This is an optimization exercise on Yosys and OpenROAD, whose aim is small area and a short achievable clock period, not a production implementation. Only simulation tests tie the RTL to the original design; equivalence was not proved. Power figures rest on the tool's default switching activity, not on a simulated workload.

## flow/run.sh

```bash
#!/bin/bash
# synth_recipe.tcl (not shown) runs the flow's synth.tcl, then flattens the netlist and writes it again
# the make line also repeats each setting of config.mk as NAME=value (left out here)
make -C /OpenROAD-flow-scripts/flow DESIGN_CONFIG=/design/flow/config.mk WORK_HOME=/design/flow/orfs CLKGATE_MAP_FILE= SYNTH_SCRIPT=/design/flow/synth_recipe.tcl finish
```

## flow/config.mk

```make
export PLATFORM = sky130hd
export DESIGN_NAME = rival_framer
export DESIGN_NICKNAME = rival_framer
export VERILOG_FILES = /design/flow/design.v
export SDC_FILE = /design/flow/constraint.sdc
export NUM_CORES = 4
export LEC_CHECK = 0
export CAP_MARGIN = 20
export CORE_MARGIN = 2
export CORE_UTILIZATION = 55
export PLACE_DENSITY = 0.65
export SETUP_SLACK_MARGIN = 4
export SLEW_MARGIN = 20
export SYNTH_HIERARCHICAL = 1
```

## flow/constraint.sdc

```tcl
create_clock -name core_clock -period 9.0 [get_ports {clk}]
set_input_delay 1.8000 -clock core_clock [delete_from_list [all_inputs] [get_ports {clk}]]
set_output_delay 1.8000 -clock core_clock [all_outputs]
set_load 0.01 [all_outputs]
```

## flow/design.v

```verilog
module rival_core #(
    parameter C  = 192,
    parameter AW = 8,
    parameter CW = 8
) (
    input  wire          clk,
    input  wire          rst,
    input  wire          wr_valid,
    input  wire [7:0]    wr_data,
    input  wire          cmd_valid,
    input  wire [2:0]    cmd_op,
    input  wire [15:0]   cmd_arg,
    output reg  [AW-1:0] head,
    output reg  [AW-1:0] tail,
    output reg           full,
    output reg           empty,
    output wire [CW-1:0] avail,
    output wire          cmd_ready,
    output reg           rsp_valid,
    output reg  [2:0]    rsp_status,
    output wire [15:0]   rsp_data,
    output reg  [119:0]  frame_q,
    output reg           frame_valid,
    output reg           wr_ovf,
    output reg  [15:0]   ovf_cnt,
    output reg           ovf_sticky,
    output reg           udf_sticky
);
    localparam L        = 15;
    localparam HDR      = 8'hBB;
    localparam MRK      = 8'h12;
    localparam OP_NOP     = 3'd0;
    localparam OP_AVAIL   = 3'd1;
    localparam OP_PEEK    = 3'd2;
    localparam OP_CONSUME = 3'd3;
    localparam OP_PARSE   = 3'd4;
    localparam ST_OK        = 3'd0;
    localparam ST_FOUND     = 3'd1;
    localparam ST_NOTREADY  = 3'd2;
    localparam ST_NOTFOUND  = 3'd3;
    localparam ST_UNDERFLOW = 3'd4;
    localparam ST_ILLEGAL   = 3'd5;
    localparam I_IDLE   = 0;
    localparam I_SCAN   = 1;
    localparam I_CHECK  = 2;
    localparam I_COPY   = 3;
    localparam I_COMMIT = 4;
    reg [1535:0] m;             
    reg [4:0]    st;
    reg [7:0]    need;          
    reg [7:0]    ptr;
    reg [3:0]    k;
    reg [7:0]    avail_q;
    reg [7:0]    rsp_q;
    reg [7:0]    rd_q;
    reg          fwd;
    reg          fwd2;
    reg          lw12;
    reg          pb;
    reg [7:0]    lw_d;
    assign avail     = avail_q;
    assign cmd_ready = st[I_IDLE];
    function [16:0] add16(input [15:0] a, input [15:0] b, input ci);
        reg [16:0] g, p, gn, pn;
        integer i, d;
        begin
            g[0] = ci;
            p[0] = 1'b0;
            for (i = 0; i < 16; i = i + 1) begin
                g[i+1] = a[i] & b[i];
                p[i+1] = a[i] ^ b[i];
            end
            for (d = 1; d < 17; d = d * 2) begin
                gn = g;
                pn = p;
                for (i = d; i < 17; i = i + 1) begin
                    gn[i] = g[i] | (p[i] & g[i-d]);
                    pn[i] = p[i] & p[i-d];
                end
                g = gn;
                p = pn;
            end
            add16 = {g[16], a ^ b ^ g[15:0]};
        end
    endfunction
    function [8:0] add8(input [7:0] a, input [7:0] b, input ci);
        reg [16:0] r;
        begin
            r = add16({8'd0, a}, {8'd0, b}, ci);
            add8 = r[8:0];
        end
    endfunction
    function [7:0] inc_c(input [7:0] p);
        reg [8:0] r;
        begin
            r = add8(p, 8'd0, 1'b1);
            inc_c = (p == C - 1) ? 8'd0 : r[7:0];
        end
    endfunction
    function [1:0] r3d(input [1:0] d);           
        r3d = (d == 2'd3) ? 2'd0 : d;
    endfunction
    function [1:0] r3add(input [1:0] a, input [1:0] b);    
        case ({a, b})
            4'b0000: r3add = 2'd0;
            4'b0001: r3add = 2'd1;
            4'b0010: r3add = 2'd2;
            4'b0100: r3add = 2'd1;
            4'b0101: r3add = 2'd2;
            4'b0110: r3add = 2'd0;
            4'b1000: r3add = 2'd2;
            4'b1001: r3add = 2'd0;
            4'b1010: r3add = 2'd1;
            default: r3add = 2'd0;
        endcase
    endfunction
    wire w_acc  = wr_valid && !full;
    wire w_drop = wr_valid &&  full;
    wire [16:0] ovf_inc = add16(ovf_cnt, 16'd0, 1'b1);
    genvar gi;
    generate
        for (gi = 0; gi < C; gi = gi + 1) begin : g_mem
            always @(posedge clk)
                if (!rst && w_acc && head == gi)
                    m[8*gi +: 8] <= wr_data;
        end
    endgenerate
    wire [8:0] lo_add = add8({2'b00, tail[5:0]}, {2'b00, cmd_arg[5:0]}, 1'b0);
    wire [6:0] lo_sum = lo_add[6:0];
    wire [1:0] ar3    = r3add(r3add(r3add(r3d(cmd_arg[7:6]), r3d(cmd_arg[9:8])),
                                    r3add(r3d(cmd_arg[11:10]), r3d(cmd_arg[13:12]))),
                              r3d(cmd_arg[15:14]));
    wire [1:0] hb     = r3add(tail[7:6], ar3);
    wire [1:0] hi     = lo_sum[6] ? r3add(hb, 2'd1) : hb;
    wire [7:0] peek_idx = {hi, lo_sum[5:0]};
    wire [7:0] ptr_p1 = inc_c(ptr);
    wire [8:0] need_inc = add8(need, 8'd0, 1'b1);
    wire [8:0] k_inc    = add8({4'd0, k}, 8'd0, 1'b1);
    reg  [7:0] ra_idx;
    always @(*) begin
        if (st[I_IDLE])
            ra_idx = (cmd_op == OP_PARSE) ? tail : peek_idx;
        else if (st[I_CHECK])
            ra_idx = ptr;
        else
            ra_idx = ptr_p1;
    end
    wire [7:0] ra_fwd_idx = st[I_IDLE] ? tail : st[I_CHECK] ? ptr : ptr_p1;
    wire [63:0] rsel;
    wire [7:0]  bk_nx [0:2];
    wire [2:0]  pb_nx;
    wire [C-1:0] e12;           
    generate
        for (gi = 0; gi < 64; gi = gi + 1) begin : g_rsel
            assign rsel[gi] = (ra_idx[5:0] == gi);
        end
        for (gi = 0; gi < C; gi = gi + 1) begin : g_e12
            assign e12[gi] = (m[8*((gi + 2) % C) +: 8] == MRK);
        end
        for (gi = 0; gi < 27; gi = gi + 1) begin : g_bk
            wire [63:0] col;
            genvar gj;
            for (gj = 0; gj < 64; gj = gj + 1) begin : g_col
                if (gi < 24)
                    assign col[gj] = m[8*(64*(gi/8) + gj) + (gi%8)];
                else
                    assign col[gj] = e12[64*(gi-24) + gj];
            end
            wire [21:0] part_n;
            for (gj = 0; gj < 20; gj = gj + 1) begin : g_ao3
                rival_ao3 u_ao3 (
                    .a0(col[3*gj]),   .s0(rsel[3*gj]),
                    .a1(col[3*gj+1]), .s1(rsel[3*gj+1]),
                    .a2(col[3*gj+2]), .s2(rsel[3*gj+2]),
                    .y (part_n[gj])
                );
            end
            for (gj = 0; gj < 2; gj = gj + 1) begin : g_ao2
                rival_ao2 u_ao2 (
                    .a0(col[60+2*gj]), .s0(rsel[60+2*gj]),
                    .a1(col[61+2*gj]), .s1(rsel[61+2*gj]),
                    .y (part_n[20+gj])
                );
            end
            if (gi < 24)
                assign bk_nx[gi/8][gi%8] = ~&part_n;
            else
                assign pb_nx[gi-24] = ~&part_n;
        end
    endgenerate
    wire [7:0] rdc   = (ra_idx[7:6] == 2'd0) ? bk_nx[0] : (ra_idx[7:6] == 2'd1) ? bk_nx[1] : bk_nx[2];
    wire       pbc   = (ra_idx[7:6] == 2'd0) ? pb_nx[0] : (ra_idx[7:6] == 2'd1) ? pb_nx[1] : pb_nx[2];
    wire [7:0] ra    = rd_q;
    wire [7:0] rd_a = fwd ? lw_d : ra;
    wire mk_raw = pb;
    wire mk_b   = fwd2 ? lw12 : mk_raw;
    wire [8:0] head_m2s = add8(head, 8'hFE, 1'b0);               
    wire [7:0] head_m2  = (head == 8'd0) ? 8'd190 : (head == 8'd1) ? 8'd191 : head_m2s[7:0];
    wire       idle      = st[I_IDLE];
    wire [8:0] av_p1     = add8(avail_q, 8'd0, 1'b1);
    wire [8:0] av_s0     = add8(avail_q, ~cmd_arg[7:0], 1'b1);      
    wire [8:0] av_s1     = add8(av_p1[7:0], ~cmd_arg[7:0], 1'b1);   
    wire [8:0] av_c0     = add8(avail_q, ~need, 1'b1);              
    wire [8:0] av_c1     = add8(av_p1[7:0], ~need, 1'b1);
    wire       arg_le    = (cmd_arg[15:8] == 8'd0) && av_s0[8];
    wire       av_lt_need = !av_c0[8];
    wire       consume_ok = idle && cmd_valid && (cmd_op == OP_CONSUME) && arg_le;
    wire       grow      = (avail_q == C - 1) && w_acc;
    reg  [7:0] avail_nx;
    reg  [7:0] tail_nx;
    reg        full_nx;
    always @(*) begin
        if (consume_ok) begin
            avail_nx = w_acc ? av_s1[7:0] : av_s0[7:0];
            tail_nx  = peek_idx;
            full_nx  = (cmd_arg[7:0] == 8'd0) && (full || grow);
        end else if (st[I_COMMIT]) begin
            avail_nx = w_acc ? av_c1[7:0] : av_c0[7:0];
            tail_nx  = ptr;
            full_nx  = 1'b0;
        end else begin
            avail_nx = w_acc ? av_p1[7:0] : avail_q;
            tail_nx  = tail;
            full_nx  = full || grow;
        end
    end
    always @(posedge clk) begin
        rd_q <= rdc;
        fwd  <= !rst && w_acc && (head == ra_fwd_idx);
        lw_d <= wr_data;
        pb   <= pbc;
        fwd2 <= !rst && w_acc && (head_m2 == ra_fwd_idx);
        lw12 <= (wr_data == MRK);
        if (rst) begin
            head        <= 8'd0;
            tail        <= 8'd0;
            full        <= 1'b0;
            empty       <= 1'b1;
            avail_q     <= 8'd0;
            st          <= 5'b00001;
            frame_q     <= 120'd0;
            frame_valid <= 1'b0;
            rsp_valid   <= 1'b0;
            rsp_status  <= 3'd0;
            rsp_q       <= 8'd0;
            wr_ovf      <= 1'b0;
            ovf_cnt     <= 16'd0;
            ovf_sticky  <= 1'b0;
            udf_sticky  <= 1'b0;
        end else begin
            if (w_acc)
                head <= inc_c(head);
            wr_ovf <= w_drop;
            if (w_drop) begin
                if (ovf_cnt != 16'hFFFF)
                    ovf_cnt <= ovf_inc[15:0];
                ovf_sticky <= 1'b1;
            end
            rsp_valid <= 1'b0;
            if (st[I_IDLE]) begin
                ptr <= ra_idx;
                if (cmd_valid) begin
                    case (cmd_op)
                        OP_NOP: begin
                            rsp_valid  <= 1'b1;
                            rsp_status <= ST_OK;
                            rsp_q      <= 8'd0;
                        end
                        OP_AVAIL: begin
                            rsp_valid  <= 1'b1;
                            rsp_status <= ST_OK;
                            rsp_q      <= avail_q;
                        end
                        OP_PEEK: begin
                            rsp_valid  <= 1'b1;
                            rsp_status <= ST_OK;
                            rsp_q      <= rdc;
                        end
                        OP_CONSUME: begin
                            rsp_valid  <= 1'b1;
                            rsp_q      <= 8'd0;
                            if (arg_le) begin
                                rsp_status <= ST_OK;
                            end else begin
                                rsp_status <= ST_UNDERFLOW;
                                udf_sticky <= 1'b1;
                            end
                        end
                        OP_PARSE: begin
                            st   <= 5'b00010;
                            need <= L;
                        end
                        default: begin
                            rsp_valid  <= 1'b1;
                            rsp_status <= ST_ILLEGAL;
                            rsp_q      <= 8'd0;
                        end
                    endcase
                end
            end
            if (st[I_SCAN]) begin
                if (rd_a == HDR && mk_b) begin
                    st <= 5'b00100;
                end else if (need == C - 1 + L) begin
                    rsp_valid  <= 1'b1;
                    rsp_status <= ST_NOTFOUND;
                    rsp_q      <= 8'd0;
                    st         <= 5'b00001;
                end else begin
                    need <= need_inc[7:0];
                    ptr  <= ptr_p1;
                end
            end
            if (st[I_CHECK]) begin
                if (av_lt_need) begin
                    rsp_valid  <= 1'b1;
                    rsp_status <= ST_NOTREADY;
                    rsp_q      <= 8'd0;
                    st         <= 5'b00001;
                end else begin
                    st          <= 5'b01000;
                    k           <= 4'd0;
                    frame_valid <= 1'b0;
                end
            end
            if (st[I_COPY]) begin
                frame_q[k*8 +: 8] <= rd_a;
                ptr               <= ptr_p1;
                if (k == L - 1)
                    st <= 5'b10000;
                else
                    k <= k_inc[3:0];
            end
            if (st[I_COMMIT]) begin
                rsp_valid   <= 1'b1;
                rsp_status  <= ST_FOUND;
                rsp_q       <= frame_q[13*8 +: 8];
                frame_valid <= 1'b1;
                st          <= 5'b00001;
            end
            tail    <= tail_nx;
            avail_q <= avail_nx;
            full    <= full_nx;
            empty   <= (avail_nx == 8'd0);
        end
    end
    assign rsp_data = {8'd0, rsp_q};
endmodule
module rival_ao3 (
    input  wire a0, s0, a1, s1, a2, s2,
    output wire y
);
    assign y = ~((a0 & s0) | (a1 & s1) | (a2 & s2));
endmodule
module rival_ao2 (
    input  wire a0, s0, a1, s1,
    output wire y
);
    assign y = ~((a0 & s0) | (a1 & s1));
endmodule
module rival_framer (
    input  wire         clk,
    input  wire         rst,
    input  wire         wr_valid,
    input  wire [7:0]   wr_data,
    input  wire         cmd_valid,
    input  wire [2:0]   cmd_op,
    input  wire [15:0]  cmd_arg,
    output wire [7:0]   head,
    output wire [7:0]   tail,
    output wire         full,
    output wire         empty,
    output wire [7:0]   avail,
    output wire         cmd_ready,
    output wire         rsp_valid,
    output wire [2:0]   rsp_status,
    output wire [15:0]  rsp_data,
    output wire [119:0] frame_q,
    output wire         frame_valid,
    output wire         wr_ovf,
    output wire [15:0]  ovf_cnt,
    output wire         ovf_sticky,
    output wire         udf_sticky
);
    rival_core #(.C(192), .AW(8), .CW(8)) u_core (
        .clk         (clk),
        .rst         (rst),
        .wr_valid    (wr_valid),
        .wr_data     (wr_data),
        .cmd_valid   (cmd_valid),
        .cmd_op      (cmd_op),
        .cmd_arg     (cmd_arg),
        .head        (head),
        .tail        (tail),
        .full        (full),
        .empty       (empty),
        .avail       (avail),
        .cmd_ready   (cmd_ready),
        .rsp_valid   (rsp_valid),
        .rsp_status  (rsp_status),
        .rsp_data    (rsp_data),
        .frame_q     (frame_q),
        .frame_valid (frame_valid),
        .wr_ovf      (wr_ovf),
        .ovf_cnt     (ovf_cnt),
        .ovf_sticky  (ovf_sticky),
        .udf_sticky  (udf_sticky)
    );
endmodule
```

==> results.yml, run 1 <==
run_status:
  status: "complete, no violations"
clocking:
  h-tree-depth: 4
  clock-sinks: 1759
  cts_tree: "yes"
  root_buffer: "clkbuf_16"
  holdBufCountCts: 0
  clk_pin_slew_ps: 70
  ctsLongestPathBuffers: 3
  cts-buffers-inserted: 174
  clk_latency_ps: 820
setup_path:
  cp-start-kind: "primary input"
  crit_fanout: 14
  worstSetupPathType: "primary input to register"
  r2r_end: "u_core.rsp_q[5]$_SDFF_PP0_"
  end_kind: "register"
  rrSetupSlack_ps: 3080
  slowest_delay_ps: 960
  path_buf_inv: 6
  cp.arrival_ps: 6820
  crit_family: "compound AO/OA/AOI/OAI gates"
  reg2reg_depth: 20
  critPathRequiredTime_ps: 9680
  cp_slowest_cell: "a222oi_1"
  crit_chain: "buf_8, ha_4, a21o_1, a21oi_4, o21bai_1, a21oi_1, xor2_1, o211ai_1, buf_4, o21ai_4, buf_6, nand2_8, buf_12, buf_4, nor2_4, a222oi_1, nand4_1, nor4_4, nand4_1, buf_6, nor2_1, nand3_1, o211ai_1, o41ai_1"
  reg2reg_from: "u_core.ptr[0]$_DFFE_PN_"
yosys:
  avgSynthCellArea_um2: 14.75
  synth_area_leader_cell: "edfxtp_1"
  ys_top_cells_by_area: "edfxtp_1 (65%), a222oi_1 (7.5%), dfxtp_1 (5.6%)"
  synth_flop_cell: "edfxtp_1"
  yosysWarnings: 7
  synth_seq_cells: 1759
  syn_inst: 4895
  async_reset_ff_share_pct: 0
  synth_edf_count: 1556
  synth_top_area_share_pct: 64.72
  synth_common_cells: "edfxtp_1 (1556), nor2_1 (789), a222oi_1 (540), dfxtp_1 (203)"
  ys_seq_area_share_pct: 70.35
  ys_types: 92
  yosysMostFrequentCell: "edfxtp_1"
  syn_area_um2: 72200
floorplanning:
  num_rows: 132
  die_h_um: 366.3
  die_w_um: 366.3
  initial_utilization_pct: 55.62
  fp.dieArea_um2: 134200
  core_um2: 129800
  pin_count: 218
pwr:
  leakage_nw: 27.29
  finalPower_w: 0.01783
  p_clk_share_pct: 42.0
  power_switching_w: 0.004238
  internal_power_w: 0.01359
  max-vdd-ir-drop_mv: 0.2091
  comb_power_share_pct: 7.7
  power.density_nw_per_um2: 209.6
  p_sw_share_pct: 23.77
  seq_power_share_pct: 50.3
global_route:
  grt_pass1_vias: 48370
  grt_pass1_wl_um: 362400
  grt_max_degree: 154
  grt_use_total_pct: 37.52
  antenna_found_initial: 12
  gr-total-overflow: 0
placement:
  dpl.cell_count: 6790
  portBuffers: 209
  hpwl_um: 170000
  place.gp.congestion: 1.031
worst_hold_path:
  hold_path_depth: 2
  min_path_type: "register to register"
  hold_path_end: "u_core.ovf_sticky$_SDFFE_PP0P_"
  holdCritStartpoint: "u_core.ovf_sticky$_SDFFE_PP0P_"
route:
  wirelength_um: 263400
  drc: 0
  route.antenna.remaining_nets: 0
  drt_pre_antenna_iters: 19
  via_per_inst: 7.440
  avgRoutedWirePerCell_um: 36.28
  first_iter_violations: 12890
  vias: 54010
sta:
  drv_slew: 0
  min_period_over_period_pct: 68.24
  hold_viol: 0
  fmax_mhz: 162.8
  worst_pin_slew_ps: 1245
  setup_violations: 0
  clock_skew_ps: 47.67
  rsz0062_at_grt: "yes"
  finalSetupTns_ps: 0
  maxSlewHeadroom_pct: 16.79
  finalCriticalPeriod_ps: 6142
job:
  drv_cap: 0
finish:
  nets: 5470
  finalNonFillerCells: 7260
  area_growth_pct: 17.78
  drive_above_1_share_pct: 13.92
[routing by layer]
layer,share of wire (%),global-route usage (%)
met5,0.11,0.9615
met4,6.0,18.79
met3,16,11.63
met2,42,52.81
met1,37,52.72
[worst max path at each step]
stage,cells after the start,slack (ps),startpoint,endpoint
finish,24,2860,cmd_arg[1],u_core.rsp_q[5]$_SDFF_PP0_
global route,23,3150,cmd_arg[1],u_core.rsp_q[4]$_SDFF_PP0_
CTS,21,3380,cmd_arg[1],u_core.rsp_q[5]$_SDFF_PP0_
detailed placement,20,1100,cmd_arg[1],u_core.rsp_q[5]$_SDFF_PP0_
global placement,20,560,cmd_arg[1],u_core.rsp_q[5]$_SDFF_PP0_
floorplan,19,3960,cmd_arg[0],u_core.rsp_q[1]$_SDFF_PP0_
[cell families after synthesis]
group / count (synthesis) / share of synthesized area (%)
adders and majority gates: 65 / 1.137
and+or+nand+nor: 1743 / 13.61
xor gates and xnor gates: 86 / 1.054
buffers and inverters: 189 / 1.147
other: 1 / 0.005194
DFF: 1759 / 70.35
AOI/OAI and AO/OA: 1022 / 12.26
muxes: 30 / 0.4350
[through the flow]
| step | worst slack (ps) | hold WS [ps] | area (um2) | util (%) |
|---|---|---|---|---|
| floorplan | 3964 | 476.6 | 72800 | - |
| global placement | 560.5 | 449.6 | 77030 | 59.34 |
| detailed placement | 1099 | 461.4 | 77120 | 59.41 |
| CTS | 3384 | 475.2 | 84270 | 64.91 |
| global route | 3146 | 508.8 | 85030 | 65.50 |
| finish | 2858 | 467.9 | 85040 | 65.51 |
[worst reg2reg max path, stage by stage, from the launching register on]
cell	delay, ps
edfxtp_1	550
ha_1	320
and3_1	210
nand3_1	210
nor3b_2	360
nor3_1	100
a211oi_2	370
inv_1	140
nand2_1	160
nor2_1	170
nand2_4	380
nor2_4	230
a222oi_1	970
nand4_1	320
nor4_4	550
nand4_1	200
buf_6	190
nor2_1	90
nand3_1	100
o211ai_1	110
o41ai_1	90
[cell type report]
cell class	instances	area (um2)
flip-flops and latches	1759	50790
fillers	9328	44780
multi-input cells	2988	22140
clock buffers	211	4639
repair buffers	400	3897
well taps	1742	2180
clock inverters	107	1199
inverters	51	191.4
diodes	2	5.005
[Yosys stat by module (local to each module, per instance), excerpt]
module     flops+latches  cell area (um2)
rival_ao2              0            12.51
rival_ao3              0            10.01
[timing repair]
item	CTS	global route
pin swaps	110	86
resized for setup	139	47
setup buffers	62	50
endpoints found under the hold margin	0	0
endpoints found under the setup margin	17	17
cloned	22	14
[flip-flops by register name, summed over array words and instances, names as in the netlist, 3 cells and up]
name and count:
u_core.lw_d 8, u_core.ptr 8, u_core.k 4, u_core.head 8
u_core.ovf_cnt 16, u_core.frame_q 120, u_core.tail 8, u_core.rsp_q 8
u_core.st 5, u_core.avail_q 8, u_core.m 1536, u_core.rsp_status 3
u_core.need 8, u_core.rd_q 8
[power by group through the flow]
stage | combinational, W | clock, W | sequential, W
2_1_floorplan | 0.000575 | 0 | 0.00911
3_3_place_gp | 0.00111 | 0 | 0.00914
3_5_place_dp | 0.00113 | 0 | 0.00915
4_1_cts | 0.00127 | 0.00751 | 0.00897
5_1_grt | 0.00141 | 0.00784 | 0.00897
6_report | 0.00137 | 0.00748 | 0.00897
[cells in the final DEF, fill, tap and decap left out, types with 128 or more instances in the layout]
cell type | Yosys | routed
clkbuf_16 | 0 | 180
nor2_1 | 789 | 719
nand4_1 | 157 | 157
a21oi_1 | 166 | 160
nor4b_1 | 195 | 195
nand2_1 | 154 | 128
and4b_1 | 195 | 195
clkdlybuf4s50_1 | 0 | 192
edfxtp_1 | 1556 | 1556
a222oi_1 | 540 | 540
buf_4 | 8 | 148
dfxtp_1 | 203 | 203
==> inputs of run 2 (changes only) <==
--- a/flow/design.v
+++ b/flow/design.v
@@ -54,3 +54,5 @@
     reg [7:0]    rsp_q;
-    reg [7:0]    rd_q;
+    reg [7:0]    bk0, bk1, bk2;     
+    reg [2:0]    bk_sel;            
+    reg          pk_pend;
     reg          fwd;
@@ -58,3 +60,3 @@
     reg          lw12;
-    reg          pb;
+    reg [2:0]    pb;
     reg [7:0]    lw_d;
@@ -99,19 +101,2 @@
     endfunction
-    function [1:0] r3d(input [1:0] d);           
-        r3d = (d == 2'd3) ? 2'd0 : d;
-    endfunction
-    function [1:0] r3add(input [1:0] a, input [1:0] b);    
-        case ({a, b})
-            4'b0000: r3add = 2'd0;
-            4'b0001: r3add = 2'd1;
-            4'b0010: r3add = 2'd2;
-            4'b0100: r3add = 2'd1;
-            4'b0101: r3add = 2'd2;
-            4'b0110: r3add = 2'd0;
-            4'b1000: r3add = 2'd2;
-            4'b1001: r3add = 2'd0;
-            4'b1010: r3add = 2'd1;
-            default: r3add = 2'd0;
-        endcase
-    endfunction
     wire w_acc  = wr_valid && !full;
@@ -127,10 +112,2 @@
     endgenerate
-    wire [8:0] lo_add = add8({2'b00, tail[5:0]}, {2'b00, cmd_arg[5:0]}, 1'b0);
-    wire [6:0] lo_sum = lo_add[6:0];
-    wire [1:0] ar3    = r3add(r3add(r3add(r3d(cmd_arg[7:6]), r3d(cmd_arg[9:8])),
-                                    r3add(r3d(cmd_arg[11:10]), r3d(cmd_arg[13:12]))),
-                              r3d(cmd_arg[15:14]));
-    wire [1:0] hb     = r3add(tail[7:6], ar3);
-    wire [1:0] hi     = lo_sum[6] ? r3add(hb, 2'd1) : hb;
-    wire [7:0] peek_idx = {hi, lo_sum[5:0]};
     wire [7:0] ptr_p1 = inc_c(ptr);
@@ -138,19 +115,63 @@
     wire [8:0] k_inc    = add8({4'd0, k}, 8'd0, 1'b1);
-    reg  [7:0] ra_idx;
+    wire       pk      = st[I_IDLE] && (cmd_op != OP_PARSE);
+    wire [7:0] reg_idx = st[I_IDLE] ? tail : st[I_CHECK] ? ptr : ptr_p1;
+    wire [7:0] ra_fwd_idx = reg_idx;
+    reg  [7:0] dt0, dt1;           
+    reg  [7:0] ge0, ge1, ge1b;     
+    integer    ti, tj;
     always @(*) begin
-        if (st[I_IDLE])
-            ra_idx = (cmd_op == OP_PARSE) ? tail : peek_idx;
-        else if (st[I_CHECK])
-            ra_idx = ptr;
-        else
-            ra_idx = ptr_p1;
+        for (ti = 0; ti < 8; ti = ti + 1) begin
+            dt0[ti] = (tail[2:0] == ti);
+            dt1[ti] = (tail[5:3] == ti);
+        end
+        for (ti = 0; ti < 8; ti = ti + 1) begin
+            ge0[ti]  = 1'b0;
+            ge1[ti]  = 1'b0;
+            ge1b[ti] = 1'b0;
+            for (tj = 0; tj < 8; tj = tj + 1) begin
+                if (tj + ti >= 8) ge0[ti]  = ge0[ti]  | dt0[tj];
+                if (tj + ti >= 8) ge1[ti]  = ge1[ti]  | dt1[tj];
+                if (tj + ti >= 7) ge1b[ti] = ge1b[ti] | dt1[tj];
+            end
+        end
+    end
+    wire [2:0] tb_oh = {tail[7:6] == 2'd2, tail[7:6] == 2'd1, tail[7:6] == 2'd0};
+    wire [7:0] l0, h1;
+    wire [2:0] hs_oh;
+    rival_pkidx u_pkidx (
+        .arg  (cmd_arg),
+        .dt0  (dt0),
+        .dt1  (dt1),
+        .ge0  (ge0),
+        .ge1  (ge1),
+        .ge1b (ge1b),
+        .tb   (tb_oh),
+        .l0   (l0),
+        .h1   (h1),
+        .hs   (hs_oh)
+    );
+    reg  [2:0] rb_oh;
+    reg  [7:0] rm_oh, rl_oh;
+    integer    ii;
+    always @(*) begin
+        for (ii = 0; ii < 3; ii = ii + 1)
+            rb_oh[ii] = !pk && (reg_idx[7:6] == ii);
+        for (ii = 0; ii < 8; ii = ii + 1) begin
+            rm_oh[ii] = (reg_idx[5:3] == ii);
+            rl_oh[ii] = (reg_idx[2:0] == ii);
+        end
     end
-    wire [7:0] ra_fwd_idx = st[I_IDLE] ? tail : st[I_CHECK] ? ptr : ptr_p1;
-    wire [63:0] rsel;
-    wire [7:0]  bk_nx [0:2];
-    wire [2:0]  pb_nx;
+    wire [2:0] bsel = pk ? hs_oh : rb_oh;
+    wire [7:0] rgh  = rm_oh & {8{!pk}};
+    wire [63:0]  rsel;
     wire [C-1:0] e12;           
+    wire [7:0]   bk_nx [0:2];
+    wire [2:0]   pb_nx;
     generate
         for (gi = 0; gi < 64; gi = gi + 1) begin : g_rsel
-            assign rsel[gi] = (ra_idx[5:0] == gi);
+            rival_ao32 u_rsel (
+                .a0(pk), .a1(h1[gi/8]), .a2(l0[gi%8]),
+                .b0(rgh[gi/8]), .b1(rl_oh[gi%8]),
+                .y (rsel[gi])
+            );
         end
@@ -184,13 +205,16 @@
             end
+            wire any;
+            rival_nand22 u_or (.a_n(part_n), .y(any));
             if (gi < 24)
-                assign bk_nx[gi/8][gi%8] = ~&part_n;
+                assign bk_nx[gi/8][gi%8] = any;
             else
-                assign pb_nx[gi-24] = ~&part_n;
+                assign pb_nx[gi-24] = any;
         end
     endgenerate
-    wire [7:0] rdc   = (ra_idx[7:6] == 2'd0) ? bk_nx[0] : (ra_idx[7:6] == 2'd1) ? bk_nx[1] : bk_nx[2];
-    wire       pbc   = (ra_idx[7:6] == 2'd0) ? pb_nx[0] : (ra_idx[7:6] == 2'd1) ? pb_nx[1] : pb_nx[2];
-    wire [7:0] ra    = rd_q;
-    wire [7:0] rd_a = fwd ? lw_d : ra;
-    wire mk_raw = pb;
+    wire [7:0] ra    = ({8{bk_sel[0]}} & bk0) | ({8{bk_sel[1]}} & bk1) | ({8{bk_sel[2]}} & bk2);
+    wire [7:0] rd_a  = fwd ? lw_d : ra;
+    wire [8:0] lo_add = add8({2'b00, tail[5:0]}, {2'b00, cmd_arg[5:0]}, 1'b0);
+    wire [1:0] hi     = hs_oh[2] ? 2'd2 : hs_oh[1] ? 2'd1 : 2'd0;
+    wire [7:0] peek_idx = {hi, lo_add[5:0]};
+    wire mk_raw = |(bk_sel & pb);
     wire mk_b   = fwd2 ? lw12 : mk_raw;
@@ -227,6 +251,9 @@
     always @(posedge clk) begin
-        rd_q <= rdc;
+        bk0    <= bk_nx[0];
+        bk1    <= bk_nx[1];
+        bk2    <= bk_nx[2];
+        bk_sel <= bsel;
         fwd  <= !rst && w_acc && (head == ra_fwd_idx);
         lw_d <= wr_data;
-        pb   <= pbc;
+        pb   <= pb_nx;
         fwd2 <= !rst && w_acc && (head_m2 == ra_fwd_idx);
@@ -245,2 +272,3 @@
             rsp_q       <= 8'd0;
+            pk_pend     <= 1'b0;
             wr_ovf      <= 1'b0;
@@ -259,4 +287,7 @@
             rsp_valid <= 1'b0;
+            pk_pend   <= 1'b0;
+            if (pk_pend)
+                rsp_q <= ra;
             if (st[I_IDLE]) begin
-                ptr <= ra_idx;
+                ptr <= tail;
                 if (cmd_valid) begin
@@ -276,3 +307,3 @@
                             rsp_status <= ST_OK;
-                            rsp_q      <= rdc;
+                            pk_pend    <= 1'b1;
                         end
@@ -346,3 +377,3 @@
     end
-    assign rsp_data = {8'd0, rsp_q};
+    assign rsp_data = {8'd0, pk_pend ? ra : rsp_q};
 endmodule
@@ -360,2 +391,82 @@
 endmodule
+module rival_ao32 (
+    input  wire a0, a1, a2, b0, b1,
+    output wire y
+);
+    assign y = (a0 & a1 & a2) | (b0 & b1);
+endmodule
+module rival_pkidx (
+    input  wire [15:0] arg,
+    input  wire [7:0]  dt0,     
+    input  wire [7:0]  dt1,     
+    input  wire [7:0]  ge0,     
+    input  wire [7:0]  ge1,     
+    input  wire [7:0]  ge1b,    
+    input  wire [2:0]  tb,      
+    output wire [7:0]  l0,
+    output wire [7:0]  h1,
+    output wire [2:0]  hs
+);
+    function [2:0] oh3d(input [1:0] d);           
+        oh3d = {d == 2'd2, d == 2'd1, (d == 2'd0) || (d == 2'd3)};
+    endfunction
+    function [2:0] oh3add(input [2:0] x, input [2:0] y);
+        begin
+            oh3add[0] = (x[0] & y[0]) | (x[1] & y[2]) | (x[2] & y[1]);
+            oh3add[1] = (x[0] & y[1]) | (x[1] & y[0]) | (x[2] & y[2]);
+            oh3add[2] = (x[0] & y[2]) | (x[1] & y[1]) | (x[2] & y[0]);
+        end
+    endfunction
+    wire [7:0] da0, da1;               
+    wire [7:0] h0, h0r;
+    wire       c3, c6a, c6b, c6;
+    rival_dec3 u_da0 (.a(arg[2:0]), .y(da0));
+    rival_dec3 u_da1 (.a(arg[5:3]), .y(da1));
+    genvar gi, gk;
+    generate
+        for (gi = 0; gi < 8; gi = gi + 1) begin : g_rot
+            wire [7:0] r0, r1;
+            for (gk = 0; gk < 8; gk = gk + 1) begin : g_k
+                assign r0[gk] = dt0[(gi - gk) & 7];
+                assign r1[gk] = dt1[(gi - gk) & 7];
+            end
+            rival_ao8 u_l0 (.a(da0), .b(r0), .y(l0[gi]));
+            rival_ao8 u_h0 (.a(da1), .b(r1), .y(h0[gi]));
+        end
+    endgenerate
+    rival_ao8 u_c3  (.a(da0), .b(ge0),  .y(c3));
+    rival_ao8 u_c6a (.a(da1), .b(ge1),  .y(c6a));
+    rival_ao8 u_c6b (.a(da1), .b(ge1b), .y(c6b));
+    assign h0r = {h0[6:0], h0[7]};
+    generate
+        for (gi = 0; gi < 8; gi = gi + 1) begin : g_h1
+            rival_mx2 u_h1 (.s(c3), .a(h0[gi]), .b(h0r[gi]), .y(h1[gi]));
+        end
+    endgenerate
+    rival_mx2 u_c6 (.s(c3), .a(c6a), .b(c6b), .y(c6));
+    wire [2:0] hb_oh = oh3add(oh3add(oh3add(oh3d(arg[7:6]), oh3d(arg[9:8])),
+                                     oh3add(oh3d(arg[11:10]), oh3d(arg[13:12]))),
+                              oh3add(oh3d(arg[15:14]), tb));
+    assign hs = c6 ? {hb_oh[1:0], hb_oh[2]} : hb_oh;
+endmodule
+module rival_nand22 (
+    input  wire [21:0] a_n,
+    output wire        y
+);
+    assign y = ~&a_n;
+endmodule
+module rival_dec3 (input wire [2:0] a, output wire [7:0] y);
+    genvar i;
+    generate
+        for (i = 0; i < 8; i = i + 1) begin : g
+            assign y[i] = (a == i);
+        end
+    endgenerate
+endmodule
+module rival_ao8 (input wire [7:0] a, input wire [7:0] b, output wire y);
+    assign y = |(a & b);
+endmodule
+module rival_mx2 (input wire s, a, b, output wire y);
+    assign y = s ? b : a;
+endmodule
 module rival_framer (
--- a/flow/config.mk
+++ b/flow/config.mk
@@ -11,3 +11,3 @@
 export PLACE_DENSITY = 0.65
-export SETUP_SLACK_MARGIN = 4
+export SETUP_SLACK_MARGIN = 5
 export SLEW_MARGIN = 20
==> run 2 against run 1 <==
Compared with the run above:
- the layout now fails its checks (capacitance limit, slew limit)
- die area up 1.7%
- non-clock buffer count shrank 9
- clock skew decreased by 7.4 ps
- sequential share of layout area down 1.2 points
- clock power increased by 5.9%
- routed wire length grew 0.48%
- worst hold slack improved by 4.2 ps
- critical path depth decreased by 13
- clock-buffer cell count rose by 6
- global-route usage shrank 0.29 points
- combinational power fell by 28%
- largest cell class unchanged
==> results.yml, run 2 <==
run_status:
  status: "complete, but fails checks"
  so_faults: "capacitance limit, slew limit"
sta:
  worst_pin_slew_ps: 1501
  finalSetupTns_ps: 0
  hold_viol: 0
  maxSlewHeadroom_pct: -0.3126
  setup_violations: 0
  clock_skew_ps: 40.24
  finalCriticalPeriod_ps: 4780
  min_period_over_period_pct: 53.11
  setup_ws_ps: 4220
  fmax_mhz: 209.2
  drv_slew: 17
  rsz0062_at_grt: "yes"
clocking:
  cts_tree: "yes"
  holdBufCountCts: 0
  ctsLongestPathBuffers: 3
  cts-buffers-inserted: 179
  clock-sinks: 1781
  h-tree-depth: 4
  clk_latency_ps: 840
  clk_pin_slew_ps: 60
  root_buffer: "clkbuf_16"
setup_path:
  reg2reg_from: "u_core.ptr[0]$_DFFE_PN_"
  startpoint: "cmd_op[0]"
  crit_fanout: 68
  cp-start-kind: "primary input"
  rrSetupSlack_ps: 4250
  worstSetupPathType: "primary input to register"
  critPathRequiredTime_ps: 9650
  r2r_end: "u_core.bk0[0]$_DFF_P_"
  reg2reg_depth: 14
  cp.arrival_ps: 5430
  end_kind: "register"
yosys:
  syn_area_um2: 73420
  synth_fa_ha_area_share_pct: 1.118
  synth_area_leader_cell: "edfxtp_1"
  synth_flop_cell: "edfxtp_1"
  async_reset_ff_share_pct: 0
  muxShareOfSynthArea_pct: 2.282
  synth_seq_cells: 1781
  synth_edf_count: 1556
  avgSynthCellArea_um2: 15.18
  ys_top_cells_by_area: "edfxtp_1 (64%), a222oi_1 (7.6%), dfxtp_1 (6.1%)"
  yosysWarnings: 8
  yosysMostFrequentCell: "edfxtp_1"
  synth_top_family_by_area: "simple AND/OR/NAND/NOR gates"
  ys_seq_area_share_pct: 69.78
  synth_common_cells: "edfxtp_1 (1556), nor2_1 (635), a222oi_1 (556), dfxtp_1 (225), nor4b_1 (194)"
  ys_types: 79
  synth-xor-area-share_pct: 0.9015
  synth_compound_area_share_pct: 12.25
  syn_inst: 4838
  synth_top_area_share_pct: 63.64
  synth-simple-area-share_pct: 12.65
global_route:
  grt_max_degree: 117
  grt_pass1_vias: 50150
  grt_use_total_pct: 37.23
  grt_pass1_wl_um: 363200
  gr-total-overflow: 0
  antenna_found_initial: 3
pwr:
  comb_power_share_pct: 5.5
  finalPower_w: 0.01799
  p_clk_share_pct: 44.0
  internal_power_w: 0.01399
  leakage_nw: 28.57
  p_sw_share_pct: 22.21
  power.density_nw_per_um2: 205.3
  max-vdd-ir-drop_mv: 0.1841
  power_switching_w: 0.003996
  seq_power_share_pct: 50.5
route:
  drc: 0
  avgRoutedWirePerCell_um: 36.38
  highest_layer: "met5"
  first_iter_violations: 12060
  dr_wl_met3_um: 39820
  wirelength_met1_um: 93760
  route.antenna.remaining_nets: 0
  wirelength_um: 264700
  via_per_inst: 7.515
  vias: 54670
  drt_pre_antenna_iters: 21
  dr_wl_met2_um: 112200
worst_hold_path:
  holdCritStartpoint: "u_core.frame_q[106]$_SDFFE_PP0P_"
  hold_path_end: "u_core.rsp_q[2]$_SDFF_PP0_"
  hold_path_depth: 2
  min_path_type: "register to register"
placement:
  place_ws_ps: 2538
  hpwl_um: 160000
  portBuffers: 209
  place.gp.congestion: 1.131
finish:
  utilization_pct: 65.92
  regArea_um2: 51260
  layout_commonest_cell: "edfxtp_1"
  area_growth_pct: 19.37
  multi_input_area_um2: 23910
  largest_register_ffs: 1536
  drive_above_1_share_pct: 17.11
  final_cell_mix: "edfxtp_1 (1556), a222oi_1 (556), nor2_1 (470)"
  regMostFlops: "u_core.m"
  nets: 5446
  fillerInstances: 9289
  reg.largest.list: "u_core.m (1536), u_core.frame_q (120), u_core.ovf_cnt (16)"
floorplanning:
  core_um2: 133000
  num_rows: 134
  pin_count: 218
  initial_utilization_pct: 55.22
  fp.dieArea_um2: 136400
  die_h_um: 369.4
  die_w_um: 369.4
job:
  drv_cap: 1
[run 2: changes by cell type after synthesis, moves of 16 or more]
| cell | change |
|---|---|
| mux2i_1 | +118 |
| clkbuf_1 | -28 |
| a21oi_1 | -110 |
| a211oi_1 | -50 |
| a32o_1 | +65 |
| a222oi_1 | +16 |
| nand2_1 | -27 |
| inv_1 | +17 |
| nor2_1 | -154 |
| dfxtp_1 | +22 |
| a22oi_1 | +74 |
[run 2: worst max-delay path by stage]
stage / to / slack, ps
5_1_grt: u_core.bk0[1]$_DFF_P_ / 4390
3_5_place_dp: u_core.bk2[5]$_DFF_P_ / 2540
4_1_cts: u_core.bk1[6]$_DFF_P_ / 4620
3_3_place_gp: u_core.bk2[5]$_DFF_P_ / 2610
2_1_floorplan: u_core.bk0[0]$_DFF_P_ / 4480
6_report: u_core.bk0[0]$_DFF_P_ / 4220
[run 2: per-module statistics from Yosys, one instance, submodules excluded, excerpt]
module        cells  area (um2)  flops+latches
rival_ao8         5       36.28              0
rival_nand22      7       46.29              0
rival_pkidx      54       390.4              0
rival_ao2         1       12.51              0
rival_ao32        1       10.01              0
rival_ao3         1       10.01              0
rival_mx2         1       15.01              0
rival_dec3        8       65.06              0
[run 2: timing repair]
item	in CTS	in global routing
hold endpoints to repair	0	0
setup endpoints to repair	1310	1328
cloned	36	12
buffers inserted	70	41
pin swaps	99	69
resized for setup	293	175
[run 2: critical path, cell delays in order]
cell           delay (ps)
dlygate4sd2_1         330
nor2_4                160
nand2_2                90
nand2_4               190
clkinvlp_4            220
buf_12                280
a32o_4                370
a222oi_1             1180
nand4_1               320
nor4_2                280
nand4_1               140
[run 2: cell type report]
cell class / instances / area share, %
well taps: 1768 / 2.524
flip-flops and latches: 1781 / 58.49
repair inverters: 1 / 0.008566
diodes: 2 / 0.005711
clock inverters: 119 / 1.663
repair buffers: 391 / 4.259
inverters: 68 / 0.2955
clock buffers: 217 / 5.465
multi-input cells: 2928 / 27.29
[run 2: cells by family after synthesis]
kind of cell / after synthesis
DFF: 1781
and+or+nand+nor: 1584
AOI/OAI and AO/OA: 988
buffers and inverters: 183
muxes: 161
xor gates and xnor gates: 74
adders and majority gates: 65
other: 2
[run 2: per-layer routing]
metal  GRT usage [%]  vias up
li1                -    22060
met1           49.29    26910
met2           54.47     4729
met3           12.09      968
met4           20.53        6
met5          0.2849        -
[run 2: power groups by stage]
stage | combinational, W | sequential (W) | clock, W
after floorplan | 0.000375 | 0.00921 | 0
after global placement | 0.000790 | 0.00926 | 0
after detailed placement | 0.000808 | 0.00925 | 0
after CTS | 0.000915 | 0.00908 | 0.00796
after global routing | 0.00101 | 0.00908 | 0.00828
final | 0.000982 | 0.00909 | 0.00792
[run 2: through the flow]
stage                     hold slack, ps  area, um2  cells
after floorplan                    464.0      73710   4847
after global placement             452.4      78100   6772
after detailed placement           462.6      78160   6777
after CTS                          476.2      86390   7219
after global routing               503.4      87630   7273
final                              472.1      87640   7275
==> inputs of run 3 (changes only) <==
--- a/flow/config.mk
+++ b/flow/config.mk
@@ -7,3 +7,3 @@
 export LEC_CHECK = 0
-export CAP_MARGIN = 20
+export CAP_MARGIN = 40
 export CORE_MARGIN = 2
@@ -12,3 +12,3 @@
 export SETUP_SLACK_MARGIN = 5
-export SLEW_MARGIN = 20
+export SLEW_MARGIN = 40
 export SYNTH_HIERARCHICAL = 1
==> run 3 against run 2 <==
Compared with the run above:
- the run now finishes clean
- synthesized cell count did not move
- cell count rose by 0.77%
- register-to-register slack improved by 210 ps
- power fell by 1.9%
- synthesized area did not move
- non-clock buffer count rose by 71
- clock-buffer cell count rose by 5
- largest power group unchanged
- sequential power barely moved
- largest cell class unchanged
- clock skew fell by 14 ps
- critical path depth rose by 2
- clock power fell by 5.1%
- sequential share of layout area fell by 0.37 points
==> results.yml, run 3 <==
run_status:
  status: "complete, no violations"
route:
  vias: 55080
  drc: 0
  wirelength_met1_um: 93750
  highest_layer: "met5"
  wirelength_um: 266300
  dr_wl_met3_um: 41850
  first_iter_violations: 12110
  drt_pre_antenna_iters: 29
  via_per_inst: 7.513
  route.antenna.remaining_nets: 0
  avgRoutedWirePerCell_um: 36.32
  dr_wl_met2_um: 112400
global_route:
  grt_max_degree: 117
  grt_pass1_wl_um: 362000
  gr-total-overflow: 0
  grt_use_total_pct: 36.96
  grt_pass1_vias: 50290
  antenna_found_initial: 9
placement:
  place.gp.congestion: 1.131
  place_ws_ps: 2526
  hpwl_um: 160700
  portBuffers: 209
sta:
  worst_pin_slew_ps: 1124
  finalSetupTns_ps: 0
  min_period_over_period_pct: 53.15
  drv_slew: 0
  setup_ws_ps: 4216
  fmax_mhz: 209.0
  finalCriticalPeriod_ps: 4784
  hold_viol: 0
  clock_skew_ps: 26.24
  rsz0062_at_grt: "yes"
  setup_violations: 0
  maxSlewHeadroom_pct: 25.02
clocking:
  ctsLongestPathBuffers: 3
  cts-buffers-inserted: 176
  clk_latency_ps: 820
  clock-sinks: 1781
  clk_pin_slew_ps: 60
  h-tree-depth: 4
  holdBufCountCts: 0
  cts_tree: "yes"
  root_buffer: "clkbuf_16"
finish:
  fillerInstances: 9218
  area_growth_pct: 20.12
  final_cell_mix: "edfxtp_1 (1556), a222oi_1 (556), nor2_1 (450)"
  largest_register_ffs: 1536
  regMostFlops: "u_core.m"
  regArea_um2: 51260
  reg.largest.list: "u_core.m (1536), u_core.frame_q (120), u_core.ovf_cnt (16)"
  nets: 5513
  multi_input_area_um2: 24110
  layout_commonest_cell: "edfxtp_1"
  drive_above_1_share_pct: 18.74
setup_path:
  crit_fanout: 14
  cp-start-kind: "primary input"
  worstSetupPathType: "primary input to register"
  cp.arrival_ps: 5460
  critPathRequiredTime_ps: 9670
  end_kind: "register"
pwr:
  leakage_nw: 28.91
  power.density_nw_per_um2: 200.1
  max-vdd-ir-drop_mv: 0.2127
yosys:
  syn_inst: 4838
  yosysWarnings: 8
  synth_seq_cells: 1781
  synth_edf_count: 1556
  synth_area_leader_cell: "edfxtp_1"
  synth_common_cells: "edfxtp_1 (1556), nor2_1 (635), a222oi_1 (556), dfxtp_1 (225), nor4b_1 (194)"
  ys_types: 79
  synth_top_area_share_pct: 63.64
  synth_flop_cell: "edfxtp_1"
  yosysMostFrequentCell: "edfxtp_1"
  avgSynthCellArea_um2: 15.18
  syn_area_um2: 73420
  ys_top_cells_by_area: "edfxtp_1 (64%), a222oi_1 (7.6%), dfxtp_1 (6.1%)"
  async_reset_ff_share_pct: 0
  ys_seq_area_share_pct: 69.78
floorplanning:
  die_h_um: 369.4
  num_rows: 134
  initial_utilization_pct: 55.22
  die_w_um: 369.4
  fp.dieArea_um2: 136400
  core_um2: 133000
  pin_count: 218
job:
  drv_cap: 0
worst_hold_path:
  min_path_type: "register to register"
[run 3: cell counts after synthesis]
No cell type changed its count.
[run 3: routing by layer]
layer	vias up	track usage [%]
met4	10	21.21
met2	4893	54.00
met1	27040	48.72
met5	-	0.2137
met3	959	11.89
li1	22180	-
[run 3: modules after synthesis (local to each module, per instance), excerpt]
module        cells  times used  cell area, um2  flip-flops and latches
rival_mx2         1           9           15.01                       0
rival_nand22      7          27           46.29                       0
rival_ao2         1          54           12.51                       0
rival_ao8         5          19           36.28                       0
rival_dec3        8           2           65.06                       0
rival_ao3         1         540           10.01                       0
rival_ao32        1          64           10.01                       0
rival_pkidx      54           1           390.4                       0
[run 3: critical path, stage by stage]
cell and delay [ps]:
buf_12 110, and3b_2 230, a22oi_2 170, nand4_1 220, buf_6 190, buf_12 120
mux2_4 440, a32o_4 430, buf_12 170, a222oi_1 530, nand4_1 460, nor4_4 440
nand4_1 130
[run 3: cell type report]
class	count	share of cell area, %
Antenna cell	4	0.01135
Timing Repair inverter	1	0.008513
Inverter	68	0.2937
Clock buffer	222	5.379
Multi-Input combinational cell	2927	27.34
Timing Repair Buffer	462	5.088
Tap cell	1768	2.508
Sequential cell	1781	58.13
Clock inverter	98	1.250
[run 3: final timing paths]
| kind | start | to | slack (ps) | depth (start not counted) |
|---|---|---|---|---|
| min reg2reg | u_core.ovf_sticky$_SDFFE_PP0P_ | u_core.ovf_sticky$_SDFFE_PP0P_ | 470 | 2 |
| min | u_core.ovf_sticky$_SDFFE_PP0P_ | u_core.ovf_sticky$_SDFFE_PP0P_ | 470 | 2 |
| max reg2reg | u_core.ptr[1]$_DFFE_PN_ | u_core.bk0[5]$_DFF_P_ | 4460 | 14 |
| max | cmd_arg[1] | u_core.bk2[4]$_DFF_P_ | 4220 | 13 |
[run 3: per-stage QoR]
stage               util, %  std cells  hold slack [ps]  total power (W)  cell area [um2]
floorplan                 -       4847            464.0         0.009583            73710
global placement      58.74       6772            452.4          0.01005            78100
detailed placement    59.08       6802            462.4          0.01008            78550
CTS                   65.06       7239            475.8          0.01757            86490
global route          66.32       7328            516.3          0.01802            88180
finish                66.33       7331            469.7          0.01764            88190
[run 3: power breakdown]
part / switching, W / internal (W) / leakage, nW
clock: 0.00313 / 0.00438 / 2.85
combinational: 0.000715 / 0.000325 / 10.2
sequential: 0.0000723 / 0.00902 / 15.8
[run 3: kinds of logic (layout without fill, tap and decap cells)]
kind of cell | after synthesis | in the layout | share of synthesized area, %
AO/OA/AOI/OAI | 988 | 1029 | 12.25
multiplexers | 161 | 163 | 2.282
AND/OR/NAND/NOR | 1584 | 1585 | 12.65
flip-flops | 1781 | 1781 | 69.78
other | 2 | 15 | 0.01023
XOR/XNOR | 74 | 74 | 0.9016
adder cells (fa/ha/maj) | 65 | 65 | 1.118
buffers and inverters | 183 | 851 | 1.009
[run 3: timing repair]
action	in CTS	in global routing
gates resized for setup	315	202
endpoints found under the setup margin	850	1313
cloned	33	16
setup buffers	84	67
pin swaps	120	120

re-timing with driven ports:
How much do the figures lean on ideal ports? The routed layouts below were timed once more, with nothing changed but the port constraints. Step 1 assumes that a clkbuf_16 drives the clock port and a buf_2 every other input. Step 2 times the ports against the registers' clock, not the clock port: input delays grow and output delays shrink by t, the midpoint of the rising clock arrivals with the driver on. a / b / c = ideal / step 1 / step 2; a / b = the first two.
| run | t, ns | setup WS [ns] | slew at the worst register clock pin (ns) | cell pins on the clock port's net |
|---|---|---|---|---|
| run 1 | 0.889 | 2.858 / 2.907 / 2.019 | 0.07 / 0.07 | 1 |
| run 2 | 0.905 | 4.220 / 4.207 / 3.301 | 0.07 / 0.07 | 1 |
| run 3 | 0.895 | 4.216 / 4.119 / 3.224 | 0.07 / 0.07 | 1 |
The setup slack of run 3, which loses most, moves by -0.097 ns with the drivers and by -0.992 ns with both steps.
